Context: an optimization exercise on an open-source flow, tuned for small area, a short achievable clock period and few clock cycles. The choices shown serve that exercise and are no tape-out recipe.
RTL that was checked went through simulation tests only; none was proved equivalent to the original.
Function not checked in runs 1 and 2: the RTL went through the layout flow alone.
Power figures rest on the tool's default switching activity, not on a simulated workload.

File: flow/run.sh
#!/bin/bash
# synth_recipe.tcl (not shown) runs the flow's synth.tcl, then flattens the netlist and writes it again
# the make line also repeats each setting of config.mk as NAME=value (left out here)
make -C /OpenROAD-flow-scripts/flow DESIGN_CONFIG=/design/flow/config.mk WORK_HOME=/design/flow/orfs CLKGATE_MAP_FILE= SYNTH_SCRIPT=/design/flow/synth_recipe.tcl finish
File: flow/config.mk
export PLATFORM = sky130hd
export DESIGN_NAME = ctp_framer
export DESIGN_NICKNAME = ctp_framer
export VERILOG_FILES = /design/flow/design.v
export SDC_FILE = /design/flow/constraint.sdc
export NUM_CORES = 4
export LEC_CHECK = 0
export CAP_MARGIN = 20
export CORE_MARGIN = 2
export CORE_UTILIZATION = 40
export SLEW_MARGIN = 20
File: flow/constraint.sdc
create_clock -name core_clock -period 8.0 [get_ports {clk}]
set_input_delay 1.6000 -clock core_clock [delete_from_list [all_inputs] [get_ports {clk}]]
set_output_delay 1.6000 -clock core_clock [all_outputs]
set_load 0.01 [all_outputs]
File: flow/design.v
module ctp_crc32_byte (
    input  wire [31:0] crc_in,
    input  wire [7:0]  data,
    output reg  [31:0] crc_out
);
    integer b;
    always @(*) begin
        crc_out = crc_in ^ {24'd0, data};
        for (b = 0; b < 8; b = b + 1) begin
            if (crc_out[0])
                crc_out = (crc_out >> 1) ^ 32'hEDB88320;
            else
                crc_out = crc_out >> 1;
        end
    end
endmodule
module ctp_crc32_word (
    input  wire [31:0] crc_in,
    input  wire [31:0] data,
    input  wire [1:0]  nb,
    output reg  [31:0] crc_out
);
    wire [31:0] c1, c2, c3, c4;
    ctp_crc32_byte u0 (.crc_in(crc_in), .data(data[7:0]),   .crc_out(c1));
    ctp_crc32_byte u1 (.crc_in(c1),     .data(data[15:8]),  .crc_out(c2));
    ctp_crc32_byte u2 (.crc_in(c2),     .data(data[23:16]), .crc_out(c3));
    ctp_crc32_byte u3 (.crc_in(c3),     .data(data[31:24]), .crc_out(c4));
    always @(*) begin
        case (nb)
            2'd1:    crc_out = c1;
            2'd2:    crc_out = c2;
            2'd3:    crc_out = c3;
            default: crc_out = c4;
        endcase
    end
endmodule
module ctp_framer (
    input  wire        clk,
    input  wire        rst_n,
    input  wire        bus_req,
    input  wire        bus_we,
    input  wire [11:0] bus_addr,
    input  wire [1:0]  bus_size,     
    input  wire [31:0] bus_wdata,
    output reg         bus_rvalid,
    output reg  [31:0] bus_rdata,
    output reg         bus_rerr,
    output wire        irq
);
    localparam MAX_PAYLOAD = 128;
    localparam [31:0] FRAMER_ID = 32'h43545001;
    localparam [3:0] E_NONE = 4'd0, E_PAYLOAD_TOO_LARGE = 4'd1, E_BUFFER_TOO_SMALL = 4'd2,
                     E_TOO_SHORT = 4'd3, E_WRONG_TYPE = 4'd4, E_INVALID_FLAG = 4'd5,
                     E_CHECKSUM_MISMATCH = 4'd6, E_ILLEGAL_COMMAND = 4'd7;
    localparam [2:0] S_IDLE = 3'd0, S_FIN = 3'd1, S_PAY = 3'd2, S_H0 = 3'd3,
                     S_H1 = 3'd4, S_V0 = 3'd5, S_V1 = 3'd6, S_PRE = 3'd7;
    reg [31:0] bank_a [0:31];
    reg [31:0] bank_b [0:31];
    reg [31:0] hdr_mem [0:2];    
    reg [31:0] tx35;             
    reg [31:0] rx_mem [0:3];
    reg [31:0] pm;               
    reg [31:0] al;               
    reg        ctrl_ie;
    reg        st_done;
    reg [3:0]  st_err;
    reg [7:0]  seqnum_r;
    reg [7:0]  window_r;
    reg [15:0] plen_r;
    reg [31:0] tstamp_r;
    reg [15:0] txcap_r;
    reg [15:0] rxlen_r;
    reg [15:0] txlen_r;
    reg [31:0] hcrc_r;       
    reg [31:0] pcrc_r;       
    reg [4:0]  res_window;
    reg [7:0]  res_seqnum;
    reg [2:0]  state;
    reg        op_ack;       
    reg        op_crc;       
    reg        first;        
    reg [5:0]  idx;          
    reg [5:0]  fidx;         
    reg [31:0] pay_q;        
    reg [5:0]  pk;
    reg [4:0]  pkm1;         
    reg [31:0] acc;
    reg [31:0] accp;
    reg        hq_go;
    reg        hq_init;
    wire busy = (state != S_IDLE);
    assign irq = ctrl_ie & st_done;
    wire in_regs = (bus_addr < 12'h038);
    wire in_pay  = (bus_addr[11:7] == 5'b00100);
    wire in_tx   = (bus_addr[11:8] == 4'h4) && (bus_addr[7:4] <= 4'h8);
    wire in_rx   = (bus_addr[11:4] == 8'h80);
    wire in_buf  = in_pay | in_tx | in_rx;
    wire reg_size_ok = (bus_size == 2'd2) && (bus_addr[1:0] == 2'b00);
    wire buf_size_ok = (bus_size == 2'd0) ||
                       (bus_size == 2'd1 && bus_addr[0] == 1'b0) ||
                       (bus_size == 2'd2 && bus_addr[1:0] == 2'b00);
    wire busy_ok     = !busy || (in_regs && bus_addr[5:0] <= 6'h08);
    wire bus_ok = ((in_regs && reg_size_ok) || (in_buf && buf_size_ok)) && busy_ok;
    wire host_wr = bus_req && bus_we && bus_ok;
    wire host_rd = bus_req && !bus_we && bus_ok;
    wire [4:0]  pay_wi  = bus_addr[6:2];
    wire [5:0]  tx_wi   = bus_addr[7:2];
    wire [1:0]  rx_wi   = bus_addr[3:2];
    wire [1:0]  lane    = bus_addr[1:0];
    reg  [3:0]  host_be;
    always @(*) begin
        case (bus_size)
            2'd0:    host_be = 4'b0001 << lane;
            2'd1:    host_be = 4'b0011 << lane;
            default: host_be = 4'b1111;
        endcase
    end
    wire [31:0] host_wd = bus_wdata << {lane, 3'b000};
    wire soft_rst = host_wr && in_regs && bus_addr[5:0] == 6'h04 && bus_wdata[1];
    wire issue    = host_wr && in_regs && bus_addr[5:0] == 6'h0C;
    wire [4:0] rp_idx = busy ? fidx[4:0] : in_pay ? pay_wi : pkm1;
    wire       rp_on  = busy || in_pay || in_regs;
    wire       rt_on  = !busy && in_tx;
    reg [31:0] sel_p, sel_t, sel_a, sel_b;
    reg [2:0]  sel_h;
    reg        sel_35;
    reg [3:0]  sel_r;
    integer i;
    always @(*) begin
        for (i = 0; i < 32; i = i + 1) begin
            sel_p[i] = rp_on && (rp_idx == i);
            sel_t[i] = rt_on && (tx_wi == i + 3);
            sel_a[i] = (sel_p[i] && !pm[i]) || (sel_t[i] && (al[i] ? !pm[i] : pm[i]));
            sel_b[i] = (sel_p[i] &&  pm[i]) || (sel_t[i] && (al[i] ?  pm[i] : !pm[i]));
        end
        for (i = 0; i < 3; i = i + 1)
            sel_h[i] = rt_on && (tx_wi == i);
        sel_35 = rt_on && (tx_wi == 6'd35);
        for (i = 0; i < 4; i = i + 1)
            sel_r[i] = !busy && in_rx && (rx_wi == i);
    end
    reg [31:0] buf_word;
    always @(*) begin
        buf_word = 32'd0;
        for (i = 0; i < 32; i = i + 1)
            buf_word = buf_word | ({32{sel_a[i]}} & bank_a[i]) | ({32{sel_b[i]}} & bank_b[i]);
        for (i = 0; i < 3; i = i + 1)
            buf_word = buf_word | ({32{sel_h[i]}} & hdr_mem[i]);
        buf_word = buf_word | ({32{sel_35}} & tx35);
        for (i = 0; i < 4; i = i + 1)
            buf_word = buf_word | ({32{sel_r[i]}} & rx_mem[i]);
    end
    reg [31:0] reg_rdata;
    always @(*) begin
        case (bus_addr[5:2])
            4'h0:    reg_rdata = FRAMER_ID;
            4'h1:    reg_rdata = {31'd0, ctrl_ie};
            4'h2:    reg_rdata = {20'd0, busy ? 4'd0 : st_err, 6'd0, st_done, busy};
            4'h3:    reg_rdata = 32'd0;
            4'h4:    reg_rdata = {24'd0, seqnum_r};
            4'h5:    reg_rdata = {24'd0, window_r};
            4'h6:    reg_rdata = {16'd0, plen_r};
            4'h7:    reg_rdata = tstamp_r;
            4'h8:    reg_rdata = {16'd0, txcap_r};
            4'h9:    reg_rdata = {16'd0, rxlen_r};
            4'hA:    reg_rdata = {16'd0, txlen_r};
            4'hB:    reg_rdata = hcrc_r;
            4'hC:    reg_rdata = pcrc_r;
            4'hD:    reg_rdata = {16'd0, res_seqnum, 3'd0, res_window};
            default: reg_rdata = 32'd0;
        endcase
    end
    wire [31:0] buf_shifted = buf_word >> {lane, 3'b000};
    reg  [31:0] buf_rdata;
    always @(*) begin
        case (bus_size)
            2'd0:    buf_rdata = {24'd0, buf_shifted[7:0]};
            2'd1:    buf_rdata = {16'd0, buf_shifted[15:0]};
            default: buf_rdata = buf_shifted;
        endcase
    end
    always @(posedge clk) begin
        if (!rst_n) begin
            bus_rvalid <= 1'b0;
            bus_rerr   <= 1'b0;
            bus_rdata  <= 32'd0;
        end else begin
            bus_rvalid <= bus_req;
            bus_rerr   <= bus_req && !bus_ok;
            if (host_rd)
                bus_rdata <= in_regs ? reg_rdata : buf_rdata;
            else
                bus_rdata <= 32'd0;
        end
    end
    wire [7:0]  plen8     = plen_r[7:0];           
    wire [16:0] total     = (plen_r == 16'd0) ? 17'd12 : ({1'b0, plen_r} + 17'd16);
    wire        too_large = (plen_r > MAX_PAYLOAD);
    wire        too_small = (total > {1'b0, txcap_r});
    wire [7:0]  plen_m1   = plen8 - 8'd1;
    wire [5:0]  wlast     = {1'b0, plen_m1[6:2]};  
    wire        pay_last  = (idx == wlast);
    wire [1:0]  nr        = plen8[1:0];
    wire [5:0]  cw        = {1'b0, plen8[7:2]};    
    wire [7:0]  hdr_b0   = {op_ack ? 2'd2 : 2'd1, 1'b0, window_r[4:0]};
    wire [31:0] hdr_w0   = {plen_r[7:0], plen_r[15:8], seqnum_r, hdr_b0};
    wire [31:0] hdr_w1   = {tstamp_r[7:0], tstamp_r[15:8], tstamp_r[23:16], tstamp_r[31:24]};
    wire [7:0]  rx_b0     = rx_mem[0][7:0];
    wire [7:0]  rx_b1     = rx_mem[0][15:8];
    wire [31:0] rx_stored = {rx_mem[2][7:0], rx_mem[2][15:8], rx_mem[2][23:16], rx_mem[2][31:24]};
    wire        pk_hit  = (pk == wlast + 6'd1);
    wire        pk_part = (pk != 6'd0) && (pk <= wlast);
    wire [5:0]  j0      = pk_hit ? wlast : pk_part ? pk : 6'd0;
    reg  [31:0] cu_state;
    reg  [31:0] cu_data;
    reg  [1:0]  cu_nb;
    always @(*) begin
        cu_state = 32'hFFFFFFFF;
        cu_data  = pay_q;
        cu_nb    = 2'd0;
        case (state)
            S_IDLE: begin
                if (!hq_init) cu_state = acc;
            end
            S_H0:   cu_data = hdr_w0;
            S_H1:   begin cu_state = hcrc_r; cu_data = hdr_w1; end
            S_V0:   cu_data = rx_mem[0];
            S_V1:   begin cu_state = hcrc_r; cu_data = rx_mem[1]; end
            default: begin
                if (!first)       cu_state = pcrc_r;
                else if (pk_hit)  cu_state = accp;
                else if (pk_part) cu_state = acc;
                if (pay_last) cu_nb = nr;
            end
        endcase
    end
    wire [31:0] crc_next;
    ctp_crc32_word u_crc (
        .crc_in  (cu_state),
        .data    (cu_data),
        .nb      (cu_nb),
        .crc_out (crc_next)
    );
    wire [31:0] crc_next_final = ~crc_next;
    wire [31:0] c2_le  = {pcrc_r[7:0], pcrc_r[15:8], pcrc_r[23:16], pcrc_r[31:24]};
    wire [63:0] c2_dbl = {c2_le, c2_le} << {nr, 3'b000};
    wire [31:0] c2_rot = c2_dbl[63:32];
    reg        eng_we;
    reg        eng_c2;       
    reg [5:0]  eng_word;
    reg [3:0]  eng_mlo;      
    reg [3:0]  eng_mhi;      
    always @(*) begin
        eng_we   = 1'b0;
        eng_c2   = 1'b0;
        eng_word = idx;
        eng_mlo  = 4'b1111;
        eng_mhi  = 4'b0000;
        case (state)
            S_PAY:  
                eng_we = !op_crc && pay_last && (nr != 2'd0);
            S_H0:   
                eng_we = (plen8 != 8'd0) && (nr != 2'd0) && (idx != 6'd32) && al[idx[4:0]];
            S_H1: begin
                eng_we   = (plen8 != 8'd0);
                eng_c2   = 1'b1;
                eng_word = cw;
                case (nr)
                    2'd0: begin eng_mlo = 4'b1111; eng_mhi = 4'b0000; end
                    2'd1: begin eng_mlo = 4'b1110; eng_mhi = 4'b0001; end
                    2'd2: begin eng_mlo = 4'b1100; eng_mhi = 4'b0011; end
                    default: begin eng_mlo = 4'b1000; eng_mhi = 4'b0111; end
                endcase
            end
            default: ;
        endcase
    end
    reg [31:0] wbus;
    integer k;
    always @(*) begin
        for (k = 0; k < 4; k = k + 1) begin
            if (busy)
                wbus[8*k +: 8] = eng_c2 ? c2_rot[8*k +: 8] : pay_q[8*k +: 8];
            else
                wbus[8*k +: 8] = host_be[k] ? host_wd[8*k +: 8] : buf_word[8*k +: 8];
        end
    end
    wire host_pay = host_wr && in_pay;
    wire host_tx  = host_wr && in_tx;
    wire host_rx  = host_wr && in_rx;
    reg [3:0] we_a [0:31];
    reg [3:0] we_b [0:31];
    reg       hit_p, hit_t, hit_e0, hit_e1;
    always @(*) begin
        for (i = 0; i < 32; i = i + 1) begin
            hit_p  = host_pay && (pay_wi == i);
            hit_t  = host_tx && (tx_wi == i + 3);
            hit_e0 = eng_we && (eng_word == i);
            hit_e1 = eng_we && (eng_word + 6'd1 == i);
            for (k = 0; k < 4; k = k + 1) begin
                we_a[i][k] = ((hit_p && !(pm[i] ^ al[i])) || (hit_t && pm[i])) && (host_be[k] || al[i]) ||
                             pm[i]  && ((hit_e0 && eng_mlo[k]) || (hit_e1 && eng_mhi[k]));
                we_b[i][k] = ((hit_p &&  (pm[i] ^ al[i])) || (hit_t && !pm[i])) && (host_be[k] || al[i]) ||
                             !pm[i] && ((hit_e0 && eng_mlo[k]) || (hit_e1 && eng_mhi[k]));
            end
        end
    end
    integer w;
    always @(posedge clk) begin
        for (w = 0; w < 32; w = w + 1)
            for (k = 0; k < 4; k = k + 1) begin
                if (we_a[w][k]) bank_a[w][8*k +: 8] <= wbus[8*k +: 8];
                if (we_b[w][k]) bank_b[w][8*k +: 8] <= wbus[8*k +: 8];
            end
        for (k = 0; k < 4; k = k + 1) begin
            if (host_rx && rx_wi == 2'd0 && host_be[k]) rx_mem[0][8*k +: 8] <= wbus[8*k +: 8];
            if (host_rx && rx_wi == 2'd1 && host_be[k]) rx_mem[1][8*k +: 8] <= wbus[8*k +: 8];
            if (host_rx && rx_wi == 2'd2 && host_be[k]) rx_mem[2][8*k +: 8] <= wbus[8*k +: 8];
            if (host_rx && rx_wi == 2'd3 && host_be[k]) rx_mem[3][8*k +: 8] <= wbus[8*k +: 8];
            if ((host_tx && tx_wi == 6'd35 && host_be[k]) ||
                (eng_we && eng_word == 6'd32 && eng_mlo[k]) ||
                (eng_we && eng_word == 6'd31 && eng_mhi[k]))
                tx35[8*k +: 8] <= wbus[8*k +: 8];
        end
        if (state == S_H0)
            hdr_mem[0] <= hdr_w0;
        else
            for (k = 0; k < 4; k = k + 1)
                if (host_tx && tx_wi == 6'd0 && host_be[k]) hdr_mem[0][8*k +: 8] <= wbus[8*k +: 8];
        if (state == S_H1) begin
            hdr_mem[1] <= hdr_w1;
            hdr_mem[2] <= {crc_next_final[7:0], crc_next_final[15:8],
                           crc_next_final[23:16], crc_next_final[31:24]};
        end else
            for (k = 0; k < 4; k = k + 1) begin
                if (host_tx && tx_wi == 6'd1 && host_be[k]) hdr_mem[1][8*k +: 8] <= wbus[8*k +: 8];
                if (host_tx && tx_wi == 6'd2 && host_be[k]) hdr_mem[2][8*k +: 8] <= wbus[8*k +: 8];
            end
    end
    always @(posedge clk) begin
        if (!rst_n) begin
            al <= 32'd0;
        end else begin
            for (w = 0; w < 32; w = w + 1) begin
                if ((host_pay && pay_wi == w) || (host_tx && tx_wi == w + 3)) begin
                    al[w] <= 1'b0;
                    if (host_pay && al[w]) pm[w] <= !pm[w];
                end
                if ((we_a[w] != 4'd0 || we_b[w] != 4'd0) && busy)
                    al[w] <= 1'b0;
                if (state == S_H1 && plen8 != 8'd0 && w < cw)
                    al[w] <= 1'b1;
            end
        end
    end
    always @(posedge clk)
        pay_q <= (host_pay && bus_size == 2'd2) ? bus_wdata : buf_word;
    always @(posedge clk) begin
        if (!rst_n) begin
            pk    <= 6'd0;
            hq_go <= 1'b0;
        end else begin
            hq_go <= 1'b0;
            if (host_pay) begin
                if (bus_size == 2'd2 && pay_wi == 5'd0) begin
                    pk      <= 6'd1;
                    pkm1    <= 5'd0;
                    hq_go   <= 1'b1;
                    hq_init <= 1'b1;
                end else if (bus_size == 2'd2 && {1'b0, pay_wi} == pk) begin
                    pk      <= pk + 6'd1;
                    pkm1    <= pk[4:0];
                    hq_go   <= 1'b1;
                    hq_init <= 1'b0;
                end else if ({1'b0, pay_wi} < pk)
                    pk <= 6'd0;
            end
            if (hq_go) begin
                acc  <= crc_next;
                accp <= hq_init ? 32'hFFFFFFFF : acc;
            end
        end
    end
    always @(posedge clk) begin
        if (!rst_n || soft_rst) begin
            ctrl_ie    <= 1'b0;
            st_done    <= 1'b0;
            st_err     <= E_NONE;
            seqnum_r   <= 8'h00;
            window_r   <= 8'h01;
            plen_r     <= 16'h0000;
            tstamp_r   <= 32'h0;
            txcap_r    <= 16'd144;
            rxlen_r    <= 16'h0000;
            txlen_r    <= 16'h0000;
            hcrc_r     <= 32'h0;
            pcrc_r     <= 32'h0;
            res_window <= 5'd0;
            res_seqnum <= 8'd0;
            state      <= S_IDLE;
            op_ack     <= 1'b0;
            op_crc     <= 1'b0;
            first      <= 1'b0;
            idx        <= 6'd0;
            fidx       <= 6'd0;
        end else begin
            if (host_wr && in_regs) begin
                case (bus_addr[5:2])
                    4'h1: ctrl_ie  <= bus_wdata[0];
                    4'h2: if (bus_wdata[1]) st_done <= 1'b0;
                    4'h4: seqnum_r <= bus_wdata[7:0];
                    4'h5: window_r <= bus_wdata[7:0];
                    4'h6: plen_r   <= bus_wdata[15:0];
                    4'h7: tstamp_r <= bus_wdata;
                    4'h8: txcap_r  <= bus_wdata[15:0];
                    4'h9: rxlen_r  <= bus_wdata[15:0];
                    default: ;
                endcase
            end
            if (issue) begin
                st_done <= 1'b0;
                st_err  <= E_NONE;
                op_ack  <= (bus_wdata == 32'd3);
                op_crc  <= (bus_wdata == 32'd4);
                first   <= 1'b1;
                idx     <= j0;
                fidx    <= pk_hit ? j0 + 6'd1 : j0;
                state   <= S_FIN;
                case (bus_wdata)
                    32'd1, 32'd3: begin
                        if (too_large)           st_err <= E_PAYLOAD_TOO_LARGE;
                        else if (too_small)      st_err <= E_BUFFER_TOO_SMALL;
                        else if (plen8 == 8'd0)  state  <= S_H0;
                        else                     state  <= pk_hit ? S_PAY : S_PRE;
                    end
                    32'd2: begin
                        if (rxlen_r < 16'd12)         st_err <= E_TOO_SHORT;
                        else if (rx_b0[7:6] != 2'd2)  st_err <= E_WRONG_TYPE;
                        else if (rx_b0[5])            st_err <= E_INVALID_FLAG;
                        else                          state  <= S_V0;
                    end
                    32'd4: begin
                        if (too_large)           st_err <= E_PAYLOAD_TOO_LARGE;
                        else if (plen8 == 8'd0)  pcrc_r <= 32'd0;
                        else                     state  <= pk_hit ? S_PAY : S_PRE;
                    end
                    default: st_err <= E_ILLEGAL_COMMAND;
                endcase
            end
            case (state)
                S_FIN: begin
                    st_done <= 1'b1; state <= S_IDLE;
                end
                S_PRE: begin
                    fidx  <= fidx + 6'd1;
                    state <= S_PAY;
                end
                S_PAY: begin
                    first <= 1'b0;
                    idx   <= idx + 6'd1;
                    fidx  <= fidx + 6'd1;
                    if (pay_last) begin
                        pcrc_r <= crc_next_final;
                        if (op_crc) begin
                            st_done <= 1'b1; state <= S_IDLE;
                        end else
                            state <= S_H0;
                    end else
                        pcrc_r <= crc_next;
                end
                S_H0: begin
                    hcrc_r <= crc_next;
                    state  <= S_H1;
                end
                S_H1: begin
                    hcrc_r  <= crc_next_final;
                    txlen_r <= total[15:0];
                    st_done <= 1'b1; state <= S_IDLE;
                end
                S_V0: begin
                    hcrc_r <= crc_next;
                    state  <= S_V1;
                end
                S_V1: begin
                    hcrc_r <= crc_next_final;
                    if (crc_next_final != rx_stored)
                        st_err <= E_CHECKSUM_MISMATCH;
                    else begin
                        res_window <= rx_b0[4:0];
                        res_seqnum <= rx_b1;
                    end
                    st_done <= 1'b1;
                    state   <= S_IDLE;
                end
                default: ;
            endcase
        end
    end
endmodule
==> results.ini, run 1 <==
[clock_tree]
cts-root-buf = clkbuf_16
clkLatencyLatePin_ps = 970
cts_tree = yes
clkTransAtPathRegs_ps = 60
numCtsBuffers = 306
cts.sinks = 2723
htree_levels = 5
clock_path_buffers = 4
hold_buffers = 0

[outcome]
status = failed layout checks
check.faults = negative setup slack

[timing]
fin_skew_ps = 71.2
tightest_slew_ps = 1370
rsz0062_at_grt = true
hold-worst-slack_ps = 458
setup_viol = 261
hold_violations = 0
worst_slack_ps = -222
post-route-period-util = 1.03
fin_crit_ps = 8220
slew_headroom = 0.0782
maxSlewViolCount = 0
fmax_ghz = 0.122

[synthesis]
ys.flop_type = edfxtp_1
netlist-cell-type-count = 108
syn_inst = 9441
synth_top_area_cell = edfxtp_1
synth.top_cell.area_share = 0.593
yosys_warnings = 9
synth.avg_cell_area_sq_um = 12.9
synth_edf_count = 2405
ys_seq_area_frac = 0.645
syn_nets = 9528
synthArstFlopShare = 0
ys_ff_latch = 2723
synth.cell_area_sq_mm = 0.122
netlist_top_cells_area = edfxtp_1 (59%), dfxtp_1 (5.2%), a22oi_1 (3.6%)

[detailed_routing]
finalWirelength_mm = 712
drc = 0
vias_per_cell = 6.86
drtPass1Iterations = 10
drt_iter0_drc = 20700
wl_per_cell_microns = 45.9
dr_total_vias = 106000
ant_nets = 0

[global_route]
grt_pass1_vias = 97900
grt_max_degree = 70
antenna_found_initial = 81
gr-total-overflow = 0
track_usage = 0.449
grt_pass1_wl_mm = 923

[layout]
fin_nets = 11300
nFillCells = 26100
area_delta_synth_final_pct = 27.3
final_cell_mix = edfxtp_1 (2,405), buf_4 (1,846), nand2_1 (699)
drive_gt1_frac = 0.263
stdcell_area_sq_mm = 0.155
final_common_cell = edfxtp_1

[floorplanning]
core_sq_mm = 0.303
rows = 202
initial_core_util = 0.402
die_w_microns = 556
boundaryPins = 85
dieArea_sq_mm = 0.309
die_h_microns = 556

[hold_path]
min_path_type = flop to flop
hold_path.startpoint = txcap_r[8]$_SDFFE_PP0P_
whs_path_depth = 2
hold_end = txcap_r[8]$_SDFFE_PP0P_

[power_and_ir_drop]
power.density_mw_per_mm2 = 306
peakVddDrop_mv = 0.875
p_leak_nw = 54.4

[flow_run]
timing.max_cap.violations = 0

[critical_path]
worst_ep_arrival_time_ps = 8870
crit_start = bus_addr[7]
cp-end-kind = flop
rr_startpoint = plen_r[0]$_SDFFE_PP0P_
reg2reg_depth = 31
critPathKind = primary input to flop
startpoint_type = primary input
r2r-end = res_window[4]$_SDFFE_PP0P_
r2r_slack_ps = -100
crit_fanout = 30
required_ps = 8650

[placement]
pre_cts_ws_ps = -1560
placed_area_sq_mm = 0.143
dp_hpwl_mm = 541
portBuffers = 84
gp_congestion = 1.10

## cell type report
type                            instances  area [sq um]  area share
Antenna cell                           37          92.6    0.000597
Sequential cell                      2723         78600       0.506
Tap cell                             3978          4980      0.0321
Clock buffer                          393          8130      0.0524
Clock inverter                        152          1380     0.00886
Inverter                              193           724     0.00467
Multi-Input combinational cell       5851         42100       0.271
Timing Repair Buffer                 2175         19200       0.124
## synth_stat cells, types with 27 or more instances
cell	number
o21ai_1	39
a221oi_1	271
a22o_1	226
nor3_1	126
xor2_1	67
nand4_1	197
edfxtp_1	2405
buf_1	95
a211oi_1	50
mux4_2	45
o21ai_0	345
nand3_1	184
a31oi_1	50
xnor2_1	258
and3_1	49
inv_1	191
nor2b_1	38
dfxtp_1	318
ha_1	37
o21a_1	27
nand2b_1	27
nor2_1	701
a22oi_1	582
nor4_1	80
a21oi_1	451
a222oi_1	152
or2_2	49
mux2i_1	125
o22ai_1	293
clkbuf_1	535
mux2_2	34
nand2_1	704
xnor3_1	72
o31ai_1	35
or3_1	63
## power by group
| part | switching, mW | internal (mW) | leakage, nW | total [mW] |
|---|---|---|---|---|
| Sequential | 0.0555 | 15.8 | 24.5 | 15.9 |
| Combinational | 10.4 | 7.47 | 25.2 | 17.8 |
| Clock | 6.09 | 7.66 | 4.62 | 13.7 |
| Total | 16.5 | 31.0 | 54.4 | 47.5 |
## flip-flops by register name, indices dropped and copies added (netlist names), 8 cells and up
signal,count
txlen_r,16
bank_a,1024
bus_rdata,32
rx_mem,128
txcap_r,16
acc,32
seqnum_r,8
pm,32
res_seqnum,8
bank_b,1024
accp,32
hcrc_r,32
al,32
plen_r,16
pay_q,32
pcrc_r,32
hdr_mem,96
tstamp_r,32
rxlen_r,16
window_r,8
tx35,32
## logic make-up (layout without fill, tap and decap cells)
kind of cell | after synthesis | count (layout) | share of synthesized area
adders and majority gates | 37 | 37 | 0.00380
muxes | 209 | 209 | 0.0224
buffers and inverters | 868 | 2913 | 0.0282
DFF | 2723 | 2723 | 0.645
and+or+nand+nor | 2322 | 2323 | 0.0886
other | 0 | 37 | 0
AOI/OAI and AO/OA | 2833 | 2833 | 0.166
xor gates and xnor gates | 449 | 449 | 0.0459
## worst max-delay path by stage
stage	endpoint	slack (ps)	cells after the start
global route	res_seqnum[1]$_SDFFE_PP0P_	-280	35
CTS	st_err[3]$_SDFF_PP0_	8	37
finish	bank_a[31][27]$_DFFE_PP_	-220	27
detailed placement	bank_b[8][27]$_DFFE_PP_	-1560	27
global placement	bank_b[10][27]$_DFFE_PP_	-1540	27
floorplan	res_seqnum[1]$_SDFFE_PP0P_	40	29
## metal layers
metal	part of all wire	routed length, microns	global-route usage	up-vias
met3	0.14	102000	0.152	1955
met5	0.00036	259	0.00484	-
met2	0.40	285000	0.619	9329
li1	-	-	-	41200
met1	0.37	262000	0.589	53900
met4	0.087	62300	0.319	38
## worst max-delay path: stages
cell	delay, ps
clkdlybuf4s50_1	510
buf_4	320
nor2_1	120
buf_4	190
nand2_2	240
nor4_1	100
buf_4	190
nand2_1	80
buf_4	180
nor2_2	120
buf_4	250
buf_4	200
buf_4	170
a22oi_1	200
nand3_1	140
a221o_1	450
a221o_1	380
a221oi_4	470
nand4_1	460
or4_4	740
nor4_2	380
buf_6	300
o211ai_1	120
o21ai_1	330
o21ai_4	110
buf_12	200
buf_12	200
## stage by stage
stage | std cells | util | TNS (ps) | power [mW]
after floorplan | 9441 | - | 0 | 21.8
after global placement | 14800 | 0.473 | -1484970 | 31.9
after detailed placement | 14800 | 0.473 | -1232600 | 31.9
after CTS | 15400 | 0.508 | 0 | 46.3
after global routing | 15500 | 0.512 | -3570 | 48.1
final | 15500 | 0.512 | -22950 | 47.5
## what timing repair did
| item | CTS | global route |
|---|---|---|
| gates resized for setup | 111 | 127 |
| gates cloned | 3 | 0 |
| endpoints found under the setup margin | 204 | 852 |
| buffers inserted | 58 | 48 |
| pin swaps | 66 | 78 |
| hold endpoints to repair | 0 | 0 |
==> inputs of run 2 (changes only) <==
--- a/flow/design.v
+++ b/flow/design.v
@@ -52,8 +52,9 @@
     localparam [3:0] E_NONE = 4'd0, E_PAYLOAD_TOO_LARGE = 4'd1, E_BUFFER_TOO_SMALL = 4'd2,
                      E_TOO_SHORT = 4'd3, E_WRONG_TYPE = 4'd4, E_INVALID_FLAG = 4'd5,
                      E_CHECKSUM_MISMATCH = 4'd6, E_ILLEGAL_COMMAND = 4'd7;
-    localparam [2:0] S_IDLE = 3'd0, S_FIN = 3'd1, S_PAY = 3'd2, S_H0 = 3'd3,
-                     S_H1 = 3'd4, S_V0 = 3'd5, S_V1 = 3'd6, S_PRE = 3'd7;
+    localparam [3:0] S_IDLE = 4'd0, S_FIN = 4'd1, S_PAY = 4'd2, S_H0 = 4'd3,
+                     S_H1 = 4'd4, S_V0 = 4'd5, S_V1 = 4'd6, S_PRE = 4'd7,
+                     S_V2 = 4'd8;
     reg [31:0] bank_a [0:31];
     reg [31:0] bank_b [0:31];
     reg [31:0] hdr_mem [0:2];    
@@ -70,15 +71,18 @@
     reg [31:0] tstamp_r;
     reg [15:0] txcap_r;
     reg [15:0] rxlen_r;
-    reg [15:0] txlen_r;
+    reg [7:0]  txlen_r;      
     reg [31:0] hcrc_r;       
     reg [31:0] pcrc_r;       
     reg [4:0]  res_window;
     reg [7:0]  res_seqnum;
-    reg [2:0]  state;
+    reg [3:0]  state;
     reg        op_ack;       
     reg        op_crc;       
     reg        first;        
+    reg        last;         
+    reg        st_hit;       
+    reg        st_part;      
     reg [5:0]  idx;          
     reg [5:0]  fidx;         
     reg [31:0] pay_q;        
@@ -163,7 +167,7 @@
             4'h7:    reg_rdata = tstamp_r;
             4'h8:    reg_rdata = {16'd0, txcap_r};
             4'h9:    reg_rdata = {16'd0, rxlen_r};
-            4'hA:    reg_rdata = {16'd0, txlen_r};
+            4'hA:    reg_rdata = {24'd0, txlen_r};
             4'hB:    reg_rdata = hcrc_r;
             4'hC:    reg_rdata = pcrc_r;
             4'hD:    reg_rdata = {16'd0, res_seqnum, 3'd0, res_window};
@@ -199,7 +203,6 @@
     wire        too_small = (total > {1'b0, txcap_r});
     wire [7:0]  plen_m1   = plen8 - 8'd1;
     wire [5:0]  wlast     = {1'b0, plen_m1[6:2]};  
-    wire        pay_last  = (idx == wlast);
     wire [1:0]  nr        = plen8[1:0];
     wire [5:0]  cw        = {1'b0, plen8[7:2]};    
     wire [7:0]  hdr_b0   = {op_ack ? 2'd2 : 2'd1, 1'b0, window_r[4:0]};
@@ -228,9 +231,9 @@
             S_V1:   begin cu_state = hcrc_r; cu_data = rx_mem[1]; end
             default: begin
                 if (!first)       cu_state = pcrc_r;
-                else if (pk_hit)  cu_state = accp;
-                else if (pk_part) cu_state = acc;
-                if (pay_last) cu_nb = nr;
+                else if (st_hit)  cu_state = accp;
+                else if (st_part) cu_state = acc;
+                if (last) cu_nb = nr;
             end
         endcase
     end
@@ -258,7 +261,7 @@
         eng_mhi  = 4'b0000;
         case (state)
             S_PAY:  
-                eng_we = !op_crc && pay_last && (nr != 2'd0);
+                eng_we = !op_crc && last && (nr != 2'd0);
             S_H0:   
                 eng_we = (plen8 != 8'd0) && (nr != 2'd0) && (idx != 6'd32) && al[idx[4:0]];
             S_H1: begin
@@ -392,7 +395,7 @@
             tstamp_r   <= 32'h0;
             txcap_r    <= 16'd144;
             rxlen_r    <= 16'h0000;
-            txlen_r    <= 16'h0000;
+            txlen_r    <= 8'h00;
             hcrc_r     <= 32'h0;
             pcrc_r     <= 32'h0;
             res_window <= 5'd0;
@@ -401,6 +404,9 @@
             op_ack     <= 1'b0;
             op_crc     <= 1'b0;
             first      <= 1'b0;
+            last       <= 1'b0;
+            st_hit     <= 1'b0;
+            st_part    <= 1'b0;
             idx        <= 6'd0;
             fidx       <= 6'd0;
         end else begin
@@ -423,6 +429,9 @@
                 op_ack  <= (bus_wdata == 32'd3);
                 op_crc  <= (bus_wdata == 32'd4);
                 first   <= 1'b1;
+                last    <= (j0 == wlast);
+                st_hit  <= pk_hit;
+                st_part <= pk_part;
                 idx     <= j0;
                 fidx    <= pk_hit ? j0 + 6'd1 : j0;
                 state   <= S_FIN;
@@ -459,7 +468,8 @@
                     first <= 1'b0;
                     idx   <= idx + 6'd1;
                     fidx  <= fidx + 6'd1;
-                    if (pay_last) begin
+                    last  <= (idx + 6'd1 == wlast);
+                    if (last) begin
                         pcrc_r <= crc_next_final;
                         if (op_crc) begin
                             st_done <= 1'b1; state <= S_IDLE;
@@ -474,7 +484,7 @@
                 end
                 S_H1: begin
                     hcrc_r  <= crc_next_final;
-                    txlen_r <= total[15:0];
+                    txlen_r <= total[7:0];
                     st_done <= 1'b1; state <= S_IDLE;
                 end
                 S_V0: begin
@@ -483,7 +493,10 @@
                 end
                 S_V1: begin
                     hcrc_r <= crc_next_final;
-                    if (crc_next_final != rx_stored)
+                    state  <= S_V2;
+                end
+                S_V2: begin
+                    if (hcrc_r != rx_stored)
                         st_err <= E_CHECKSUM_MISMATCH;
                     else begin
                         res_window <= rx_b0[4:0];
--- a/flow/config.mk
+++ b/flow/config.mk
@@ -7,5 +7,7 @@
 export LEC_CHECK = 0
 export CAP_MARGIN = 20
 export CORE_MARGIN = 2
-export CORE_UTILIZATION = 40
+export CORE_UTILIZATION = 50
+export SETUP_SLACK_MARGIN = 2.5
 export SLEW_MARGIN = 20
+export TNS_END_PERCENT = 5
==> run 2 against run 1 <==
Net effect:
- cell area decreased by 3.6%
- the run now finishes clean
- sequential power about the same
- die area decreased by 21%
- fmax increased by 35%
- clock skew increased by 23 ps
- critical path depth decreased by 8
- area after synthesis decreased by 1.5%
- clock power increased by 3%
- clock-buffer cell count decreased by 31
- synthesized cell count decreased by 2.1%
==> results.ini, run 2 <==
[outcome]
status = complete, no violations

[critical_path]
critPathMaxStageDelay_ps = 840
critPathKind = flop to flop
worst_ep_arrival_time_ps = 6730
r2r_slack_ps = 1910
r2r-end = hdr_mem[2][11]$_DFFE_PP_
reg2reg_depth = 19
critPathTopFamily = XOR/XNOR gates
crit_chain = buf_8 -> and4bb_2 -> buf_4 -> buf_8 -> nand2_2 -> nand4_1 -> xor2_2 -> xnor3_2 -> buf_8 -> xnor3_2 -> buf_12 -> xor2_4 -> xor2_4 -> xnor3_1 -> xnor2_2 -> xnor2_2 -> a22oi_2 -> buf_6 -> o21ai_0
startpoint_type = flop
crit_path_frequent_cell = buf_8
cp-end-kind = flop
worst-path-buf-inv = 6
cp_slowest_cell = nand4_1
rr_startpoint = state[2]$_SDFF_PP0_
crit_fanout = 31
required_ps = 8640

[detailed_routing]
drc = 0
vias_per_cell = 7.68
drtPass1Iterations = 9
drt_iter0_drc = 21900
dr_total_vias = 106000
finalWirelength_mm = 691
wl_met3_mm = 117
wl_per_cell_microns = 50.3
dr_wl_met2_mm = 276
routed.top_layer = met5
ant_nets = 0
wl_met1_mm = 216

[layout]
final_common_cell = edfxtp_1
final_cell_mix = edfxtp_1 (2,405), buf_4 (1,066), nand2_1 (809)
nFillCells = 18000
multi_input_area_sq_mm = 0.0429
regArea_sq_mm = 0.0785
reg_top3 = bank_a (1024), bank_b (1024), rx_mem (128)
fin_nets = 10400
drive_gt1_frac = 0.240
fin_cells = 13700
area_delta_synth_final_pct = 24.7

[power_and_ir_drop]
combPwrFrac = 0.343
power.density_mw_per_mm2 = 305
clkPwrFrac = 0.308
p_leak_nw = 51.0
internal-power_mw = 30.0
total_power_mw = 45.6
pwr-share-seq = 0.349
switching_share = 0.343
power.switching_mw = 15.6
peakVddDrop_mv = 1.18

[global_route]
grt_pass1_vias = 95800
grt_pass1_wl_mm = 892
track_usage = 0.552
gr-total-overflow = 0
antenna_found_initial = 64
grt_max_degree = 110

[placement]
portBuffers = 84
dp_hpwl_mm = 477
dp.cells = 12800
gp_congestion = 1.16

[synthesis]
yosys_warnings = 9
ys.flop_type = edfxtp_1
syn_nets = 9330
synth_top_area_cell = edfxtp_1
synthArstFlopShare = 0
synth.avg_cell_area_sq_um = 13.0
synth.cell_area_sq_mm = 0.120
yosysMostFrequentCell = edfxtp_1
synth_edf_count = 2405
syn_inst = 9243
synth_commonest_cells = edfxtp_1 (2,405), nand2_1 (824), nor2_1 (581), clkbuf_1 (566), a22oi_1 (515)
synth.top_cell.area_share = 0.602
netlist-cell-type-count = 102
ys_ff_latch = 2719
netlist_top_cells_area = edfxtp_1 (60%), dfxtp_1 (5.2%), a22oi_1 (3.2%)
ys_seq_area_frac = 0.654

[hold_path]
hold_path.startpoint = txcap_r[10]$_SDFFE_PP0P_
min_path_type = flop to flop
hold_end = txcap_r[10]$_SDFFE_PP0P_
whs_path_depth = 2

[clock_tree]
clock_path_buffers = 4
hold_buffers = 0
cts-root-buf = clkbuf_16
htree_levels = 5
cts_tree = yes
cts.sinks = 2719
clkLatencyLatePin_ps = 1000
clkTransAtPathRegs_ps = 60
numCtsBuffers = 299

[timing]
maxSlewViolCount = 0
hold-worst-slack_ps = 455
fin_crit_ps = 6090
post-route-period-util = 0.761
slew_headroom = 0.0585
rsz0062_at_grt = true
tightest_slew_ps = 1410
hold_violations = 0
fin_skew_ps = 94.2
fmax_ghz = 0.164
setup_viol = 0

[flow_run]
timing.max_cap.violations = 0

[floorplanning]
die_w_microns = 494
core_sq_mm = 0.238
boundaryPins = 85
rows = 179
initial_core_util = 0.503
dieArea_sq_mm = 0.244
die_h_microns = 494

==> run 2: cell types whose count changed after synthesis, sizes merged, moves of 64 or more <==
cell | previous run | this run
inv | 191 | 92
nor2 | 701 | 581
o22ai | 293 | 121
nand2 | 704 | 825
a21oi | 451 | 516
a22oi | 582 | 516
xor2 | 76 | 140
==> run 2: power by group through the flow <==
stage	clock, mW	sequential, mW	combinational, mW
final	14.1	15.9	15.6
after global routing	14.5	15.9	15.3
after CTS	13.9	15.9	12.8
after detailed placement	0	16.2	10.6
after global placement	0	16.2	10.5
after floorplan	0	16.2	4.21
==> run 2: cell families after synthesis <==
group,Yosys count,synth area share
DFF,2719,0.654
and+or+nand+nor,2316,0.0894
AOI/OAI and AO/OA,2745,0.165
muxes,225,0.0215
xor gates and xnor gates,422,0.0410
adders and majority gates,37,0.00386
buffers and inverters,779,0.0247
==> run 2: layout make-up <==
| type | instances | share of cell area |
|---|---|---|
| sequential | 2719 | 0.525 |
| clock buffer | 362 | 0.0528 |
| timing repair buffer | 1435 | 0.0934 |
| inverter | 104 | 0.00266 |
| clock inverter | 152 | 0.0118 |
| tap | 3167 | 0.0265 |
| antenna | 52 | 0.000870 |
| multi-input combinational | 5746 | 0.287 |
==> run 2: tightest hold or removal path: cells and delay by family, from the launching register on <==
kind | cells | cell delay, ps
simple gates | 1 | 50
flops | 1 | 310
compound gates | 1 | 50
==> run 2: what timing repair did <==
item,CTS,global route
gates cloned,20,12
hold endpoints to repair,0,0
pin swaps,143,116
resized for setup,420,195
setup buffers,243,121
endpoints found under the setup margin,2886,2424
==> run 2: routing by layer <==
metal | vias to the layer above | global-route usage
li1 | 38800 | -
met1 | 51600 | 0.647
met2 | 11700 | 0.758
met3 | 3364 | 0.245
met4 | 28 | 0.503
met5 | - | 0.00998
==> run 2: stage by stage <==
stage	instance area [sq um]	util	setup TNS [ps]	worst slack [ps]
final	150000	0.628	0	1910
after global routing	149000	0.627	0	2040
after CTS	147000	0.617	0	2300
after detailed placement	133000	0.557	-2570	-51.2
after global placement	133000	0.556	-3390	-62.1
after floorplan	121000	-	0	2240
==> run 2: how the worst max path moves through the flow <==
stage	from	cells past startpoint	slack, ps	endpoint
after global placement	bus_addr[8]	17	-60	bank_b[24][3]$_DFFE_PP_
after floorplan	bus_addr[8]	17	2240	hdr_mem[2][28]$_DFFE_PP_
after detailed placement	bus_addr[8]	17	-50	bank_a[23][3]$_DFFE_PN_
after CTS	state[2]$_SDFF_PP0_	20	2300	hdr_mem[2][29]$_DFFE_PP_
final	state[2]$_SDFF_PP0_	19	1910	hdr_mem[2][11]$_DFFE_PP_
after global routing	state[2]$_SDFF_PP0_	22	2040	hdr_mem[2][11]$_DFFE_PP_
==> inputs of run 3 (changes only) <==
--- a/flow/design.v
+++ b/flow/design.v
@@ -79,10 +79,7 @@
     reg [3:0]  state;
     reg        op_ack;       
     reg        op_crc;       
-    reg        first;        
     reg        last;         
-    reg        st_hit;       
-    reg        st_part;      
     reg [5:0]  idx;          
     reg [5:0]  fidx;         
     reg [31:0] pay_q;        
@@ -91,7 +88,6 @@
     reg [31:0] acc;
     reg [31:0] accp;
     reg        hq_go;
-    reg        hq_init;
     wire busy = (state != S_IDLE);
     assign irq = ctrl_ie & st_done;
     wire in_regs = (bus_addr < 12'h038);
@@ -174,15 +170,18 @@
             default: reg_rdata = 32'd0;
         endcase
     end
-    wire [31:0] buf_shifted = buf_word >> {lane, 3'b000};
-    reg  [31:0] buf_rdata;
-    always @(*) begin
-        case (bus_size)
-            2'd0:    buf_rdata = {24'd0, buf_shifted[7:0]};
-            2'd1:    buf_rdata = {16'd0, buf_shifted[15:0]};
-            default: buf_rdata = buf_shifted;
-        endcase
-    end
+    wire rd_buf = host_rd && !in_regs;
+    wire rd_reg = host_rd && in_regs;
+    wire [3:0] ls0 = {4{rd_buf}} & (4'b0001 << lane);
+    wire [1:0] ls1 = {2{rd_buf && bus_size != 2'd0}} & {lane[1], !lane[1]};    
+    wire       ls2 = rd_buf && bus_size == 2'd2;
+    wire [31:0] rdata_next;
+    assign rdata_next[7:0]   = ({8{ls0[0]}} & buf_word[7:0])   | ({8{ls0[1]}} & buf_word[15:8]) |
+                               ({8{ls0[2]}} & buf_word[23:16]) | ({8{ls0[3]}} & buf_word[31:24]) |
+                               ({8{rd_reg}} & reg_rdata[7:0]);
+    assign rdata_next[15:8]  = ({8{ls1[0]}} & buf_word[15:8])  | ({8{ls1[1]}} & buf_word[31:24]) |
+                               ({8{rd_reg}} & reg_rdata[15:8]);
+    assign rdata_next[31:16] = ({16{ls2}} & buf_word[31:16])   | ({16{rd_reg}} & reg_rdata[31:16]);
     always @(posedge clk) begin
         if (!rst_n) begin
             bus_rvalid <= 1'b0;
@@ -191,10 +190,7 @@
         end else begin
             bus_rvalid <= bus_req;
             bus_rerr   <= bus_req && !bus_ok;
-            if (host_rd)
-                bus_rdata <= in_regs ? reg_rdata : buf_rdata;
-            else
-                bus_rdata <= 32'd0;
+            bus_rdata  <= rdata_next;
         end
     end
     wire [7:0]  plen8     = plen_r[7:0];           
@@ -214,29 +210,14 @@
     wire        pk_hit  = (pk == wlast + 6'd1);
     wire        pk_part = (pk != 6'd0) && (pk <= wlast);
     wire [5:0]  j0      = pk_hit ? wlast : pk_part ? pk : 6'd0;
-    reg  [31:0] cu_state;
-    reg  [31:0] cu_data;
-    reg  [1:0]  cu_nb;
-    always @(*) begin
-        cu_state = 32'hFFFFFFFF;
-        cu_data  = pay_q;
-        cu_nb    = 2'd0;
-        case (state)
-            S_IDLE: begin
-                if (!hq_init) cu_state = acc;
-            end
-            S_H0:   cu_data = hdr_w0;
-            S_H1:   begin cu_state = hcrc_r; cu_data = hdr_w1; end
-            S_V0:   cu_data = rx_mem[0];
-            S_V1:   begin cu_state = hcrc_r; cu_data = rx_mem[1]; end
-            default: begin
-                if (!first)       cu_state = pcrc_r;
-                else if (st_hit)  cu_state = accp;
-                else if (st_part) cu_state = acc;
-                if (last) cu_nb = nr;
-            end
-        endcase
-    end
+    wire [31:0] accp_now   = hq_go ? acc : accp;
+    wire [31:0] acc_now    = hq_go ? crc_next : acc;
+    wire [31:0] pcrc_start = pk_hit ? accp_now : pk_part ? acc_now : 32'hFFFFFFFF;
+    wire        cu_pay   = (state == S_PAY);
+    wire        cu_hdr   = (state == S_H0) || (state == S_H1) || (state == S_V0) || (state == S_V1);
+    wire [31:0] cu_state = cu_pay ? pcrc_r : cu_hdr ? hcrc_r : acc;
+    wire [31:0] cu_data  = pay_q;
+    wire [1:0]  cu_nb    = (cu_pay && last) ? nr : 2'd0;
     wire [31:0] crc_next;
     ctp_crc32_word u_crc (
         .crc_in  (cu_state),
@@ -283,7 +264,8 @@
     always @(*) begin
         for (k = 0; k < 4; k = k + 1) begin
             if (busy)
-                wbus[8*k +: 8] = eng_c2 ? c2_rot[8*k +: 8] : pay_q[8*k +: 8];
+                wbus[8*k +: 8] = eng_c2 ? c2_rot[8*k +: 8] :
+                                 (state == S_H0) ? buf_word[8*k +: 8] : pay_q[8*k +: 8];
             else
                 wbus[8*k +: 8] = host_be[k] ? host_wd[8*k +: 8] : buf_word[8*k +: 8];
         end
@@ -356,32 +338,45 @@
             end
         end
     end
-    always @(posedge clk)
-        pay_q <= (host_pay && bus_size == 2'd2) ? bus_wdata : buf_word;
+    wire [31:0] hdr_w0_issue = {plen_r[7:0], plen_r[15:8], seqnum_r,
+                                bus_wdata[1] ? 2'd2 : 2'd1, 1'b0, window_r[4:0]};
+    always @(posedge clk) begin
+        if (issue && bus_wdata == 32'd2)
+            pay_q <= rx_mem[0];
+        else if (issue && plen8 == 8'd0 && (bus_wdata == 32'd1 || bus_wdata == 32'd3))
+            pay_q <= hdr_w0_issue;
+        else if (state == S_PAY && last && !op_crc)
+            pay_q <= hdr_w0;
+        else if (state == S_H0)
+            pay_q <= hdr_w1;
+        else if (state == S_V0)
+            pay_q <= rx_mem[1];
+        else
+            pay_q <= (host_pay && bus_size == 2'd2) ? bus_wdata : buf_word;
+    end
     always @(posedge clk) begin
         if (!rst_n) begin
             pk    <= 6'd0;
             hq_go <= 1'b0;
         end else begin
             hq_go <= 1'b0;
+            if (hq_go) begin
+                acc  <= crc_next;
+                accp <= acc;
+            end
             if (host_pay) begin
                 if (bus_size == 2'd2 && pay_wi == 5'd0) begin
                     pk      <= 6'd1;
                     pkm1    <= 5'd0;
                     hq_go   <= 1'b1;
-                    hq_init <= 1'b1;
+                    acc     <= 32'hFFFFFFFF;     
                 end else if (bus_size == 2'd2 && {1'b0, pay_wi} == pk) begin
                     pk      <= pk + 6'd1;
                     pkm1    <= pk[4:0];
                     hq_go   <= 1'b1;
-                    hq_init <= 1'b0;
                 end else if ({1'b0, pay_wi} < pk)
                     pk <= 6'd0;
             end
-            if (hq_go) begin
-                acc  <= crc_next;
-                accp <= hq_init ? 32'hFFFFFFFF : acc;
-            end
         end
     end
     always @(posedge clk) begin
@@ -403,10 +398,7 @@
             state      <= S_IDLE;
             op_ack     <= 1'b0;
             op_crc     <= 1'b0;
-            first      <= 1'b0;
             last       <= 1'b0;
-            st_hit     <= 1'b0;
-            st_part    <= 1'b0;
             idx        <= 6'd0;
             fidx       <= 6'd0;
         end else begin
@@ -428,10 +420,7 @@
                 st_err  <= E_NONE;
                 op_ack  <= (bus_wdata == 32'd3);
                 op_crc  <= (bus_wdata == 32'd4);
-                first   <= 1'b1;
                 last    <= (j0 == wlast);
-                st_hit  <= pk_hit;
-                st_part <= pk_part;
                 idx     <= j0;
                 fidx    <= pk_hit ? j0 + 6'd1 : j0;
                 state   <= S_FIN;
@@ -439,19 +428,31 @@
                     32'd1, 32'd3: begin
                         if (too_large)           st_err <= E_PAYLOAD_TOO_LARGE;
                         else if (too_small)      st_err <= E_BUFFER_TOO_SMALL;
-                        else if (plen8 == 8'd0)  state  <= S_H0;
-                        else                     state  <= pk_hit ? S_PAY : S_PRE;
+                        else begin
+                            hcrc_r <= 32'hFFFFFFFF;
+                            if (plen8 == 8'd0)   state  <= S_H0;
+                            else begin
+                                pcrc_r <= pcrc_start;
+                                state  <= pk_hit ? S_PAY : S_PRE;
+                            end
+                        end
                     end
                     32'd2: begin
                         if (rxlen_r < 16'd12)         st_err <= E_TOO_SHORT;
                         else if (rx_b0[7:6] != 2'd2)  st_err <= E_WRONG_TYPE;
                         else if (rx_b0[5])            st_err <= E_INVALID_FLAG;
-                        else                          state  <= S_V0;
+                        else begin
+                            hcrc_r <= 32'hFFFFFFFF;
+                            state  <= S_V0;
+                        end
                     end
                     32'd4: begin
                         if (too_large)           st_err <= E_PAYLOAD_TOO_LARGE;
                         else if (plen8 == 8'd0)  pcrc_r <= 32'd0;
-                        else                     state  <= pk_hit ? S_PAY : S_PRE;
+                        else begin
+                            pcrc_r <= pcrc_start;
+                            state  <= pk_hit ? S_PAY : S_PRE;
+                        end
                     end
                     default: st_err <= E_ILLEGAL_COMMAND;
                 endcase
@@ -465,9 +466,8 @@
                     state <= S_PAY;
                 end
                 S_PAY: begin
-                    first <= 1'b0;
                     idx   <= idx + 6'd1;
-                    fidx  <= fidx + 6'd1;
+                    if (!last) fidx <= fidx + 6'd1;    
                     last  <= (idx + 6'd1 == wlast);
                     if (last) begin
                         pcrc_r <= crc_next_final;
--- a/flow/config.mk
+++ b/flow/config.mk
@@ -7,7 +7,7 @@
 export LEC_CHECK = 0
 export CAP_MARGIN = 20
 export CORE_MARGIN = 2
-export CORE_UTILIZATION = 50
-export SETUP_SLACK_MARGIN = 2.5
+export CORE_UTILIZATION = 42
+export SETUP_SLACK_MARGIN = 3.0
 export SLEW_MARGIN = 20
 export TNS_END_PERCENT = 5
==> run 3 against run 2 <==
Net effect:
- utilization decreased by 9.1 points
- first-iteration DRC count is 3.2% lower
- flip-flop and latch count decreased by 4
- register-to-register slack got worse by 180 ps
- hold slack better by 1.5 ps
- largest cell class unchanged
==> results.ini, run 3 <==
[placement]
gp_congestion = 1.10
dp_hpwl_mm = 526
placed_area_sq_mm = 0.136
portBuffers = 84

[synthesis]
synth_mux_area_frac = 0.0259
synth_fa_ha_area_frac = 0.00421
ys_seq_area_frac = 0.644
netlist_top_cells_area = edfxtp_1 (59%), dfxtp_1 (5.1%), a22oi_1 (2.9%)
yosys_warnings = 9
syn_inst = 9503
yosys.area_share.simple = 0.0849
synth_compound_area_frac = 0.172
synth_top_family_by_area = compound AO/OA/AOI/OAI gates
ys.flop_type = edfxtp_1
synth.cell_area_sq_mm = 0.122
synth.top_cell.area_share = 0.593
synth_commonest_cells = edfxtp_1 (2,404), nor2_1 (730), nand2_1 (684), clkbuf_1 (617), a21oi_1 (561)
yosysMostFrequentCell = edfxtp_1
netlist-cell-type-count = 110
synth_top_area_cell = edfxtp_1
synth_edf_count = 2404
synth.avg_cell_area_sq_um = 12.8
synthXorXnorAreaFrac = 0.0427
ys_ff_latch = 2715
syn_nets = 9594
synthArstFlopShare = 0

[critical_path]
required_ps = 8680
worst_ep_arrival_time_ps = 7010
rr_startpoint = state[0]$_SDFF_PP0_
cp_slowest_cell = o31ai_4
crit_fanout = 34
crit_chain = buf_12 -> or4b_4 -> buf_12 -> o21ai_4 -> buf_4 -> buf_4 -> a31o_4 -> nand4_1 -> buf_6 -> buf_4 -> o31ai_4 -> clkbuf_16 -> buf_4 -> buf_4 -> a221oi_2 -> o21ai_0 -> nor4_1 -> and2_4 -> buf_12 -> a211oi_4 -> a21oi_2 -> a21oi_4 -> buf_12 -> buf_6
critPathTopFamily = buffers and inverters
critPathMaxStageDelay_ps = 590
crit_path_frequent_cell = buf_4
worst-path-buf-inv = 12
crit_start = bus_addr[7]
cp-end-kind = flop
startpoint_type = primary input
critPathKind = primary input to flop

[layout]
drive_gt1_frac = 0.249
nFillCells = 24100
fin_nets = 10800
reg_top3 = bank_a (1024), bank_b (1024), rx_mem (128)
utilization = 0.536
stdcell_area_sq_mm = 0.155
final_cell_mix = edfxtp_1 (2,404), buf_4 (1,126), nor2_1 (688)
area_delta_synth_final_pct = 27.0
final_common_cell = edfxtp_1

[floorplanning]
initial_core_util = 0.423
core_sq_mm = 0.288
die_h_microns = 542
boundaryPins = 85
dieArea_sq_mm = 0.294
rows = 197
die_w_microns = 542

[timing]
rsz0062_at_grt = true
fin_skew_ps = 117
hold_violations = 0
post-route-period-util = 0.791
maxSlewViolCount = 0
tightest_slew_ps = 1380
fmax_ghz = 0.158
setup_viol = 0
fin_crit_ps = 6330
slew_headroom = 0.0718

[detailed_routing]
wl_per_cell_microns = 50.5
vias_per_cell = 7.23
finalWirelength_mm = 745
ant_nets = 0
drt_iter0_drc = 21200
drc = 0
dr_total_vias = 107000
drtPass1Iterations = 10

[clock_tree]
clkTransAtPathRegs_ps = 60
cts.sinks = 2715
htree_levels = 5
clkLatencyLatePin_ps = 1010
cts_tree = yes
clock_path_buffers = 4
numCtsBuffers = 301
cts-root-buf = clkbuf_16

[global_route]
grt_pass1_wl_mm = 947
grt_pass1_vias = 97100
track_usage = 0.489
grt_max_degree = 79
gr-total-overflow = 0
antenna_found_initial = 57

[hold_path]
min_path_type = flop to flop
hold_path.startpoint = st_err[3]$_SDFF_PP0_

[power_and_ir_drop]
p_leak_nw = 53.3
power.density_mw_per_mm2 = 447
peakVddDrop_mv = 2.22

[flow_run]
timing.max_cap.violations = 0

[outcome]
status = complete, no violations

-- run 3: routing by layer --
metal,GRT usage,share of wire,vias to the layer above
met5,0.000164,0.00032,-
met4,0.434,0.11,32
met3,0.151,0.14,2661
met2,0.704,0.41,10100
met1,0.591,0.33,53500
li1,-,-,40400
-- run 3: cell families (layout without fill, tap and decap cells) --
group | after synthesis | in the layout
other cells | 0 | 29
xor+xnor | 413 | 413
buf+inv | 829 | 2276
mux | 251 | 252
fa+ha+maj | 41 | 41
flops | 2715 | 2715
compound gates | 2995 | 2995
simple gates | 2259 | 2260
-- run 3: tightest hold or removal path, cell delays in order, from the launching register on --
cell,delay [ps]
dfxtp_1,320
nand2_1,60
nor2_1,30
-- run 3: repair_timing --
action | in CTS | in global routing
endpoints found under the setup margin | 4836 | 4693
gates cloned | 42 | 37
hold buffers | 0 | 0
buffers inserted | 285 | 86
pin swaps | 170 | 71
gates resized for setup | 555 | 252
-- run 3: through the flow --
step                setup slack, ps  power (mW)  hold WS [ps]  instances  setup TNS [ps]
detailed placement             -635        48.5           448      13700         -172840
floorplan                      1960        28.8           409       9503               0
global route                   1780        69.1           471      14700               0
global placement               -830        48.1           445      13700         -219120
finish                         1670        69.2           456      14800               0
CTS                            2040        66.6           457      14600               0
-- run 3: path summary, 6_finish.rpt --
path	to	slack (ps)	cells past startpoint
max	rx_mem[0][1]$_DFFE_PP_	1670	24
min	st_err[3]$_SDFF_PP0_	460	2
max reg2reg	bank_b[20][8]$_DFFE_PP_	1730	19
min reg2reg	st_err[3]$_SDFF_PP0_	460	2
-- run 3: power breakdown --
part	switching (mW)	total [mW]	internal (mW)	leakage [nW]
clock	6.26	14.3	8.04	4.83
sequential	0.0599	15.7	15.7	24.5
combinational	24.4	39.1	14.7	24.0
-- run 3: layout make-up --
class / count / area, sq um / area share
sequential: 2715 / 78500 / 0.508
inverter: 133 / 562 / 0.00363
timing repair buffer: 1596 / 16700 / 0.108
clock buffer: 362 / 7900 / 0.0511
antenna: 29 / 72.6 / 0.000469
tap: 3781 / 4730 / 0.0306
multi-input combinational: 5961 / 44200 / 0.286
clock inverter: 185 / 2050 / 0.0132
Testbench counts of run 3, summed over its fixed seeds: cycles 17,070.

==> re-timing with driven ports <==
Ports are ideal in the flow. The routed layouts listed here were re-timed in OpenROAD.
Step 1 assumes that a clkbuf_16 drives the clock port and a buf_2 every other input.
Step 2, shift: input delay + t, output delay - t, t = (earliest + latest rising clock arrival at the registers) / 2. This alone moves slack from input paths to output paths.
Three values: ideal, step 1, step 2; two values: the first two.
| run | t (ns) | setup slack, ns | worst data-port slew with drivers (ns) |
|---|---|---|---|
| run 1 | 1.038 | -0.222 / -0.158 / -1.196 | 0.10 |
| run 2 | 1.075 | 1.915 / 1.915 / 1.028 | 0.06 |
| run 3 | 1.054 | 1.669 / 1.726 / 0.673 | 0.08 |
The setup slack of run 3, which loses most, moves by +0.057 ns with the drivers and by -0.996 ns with both steps.
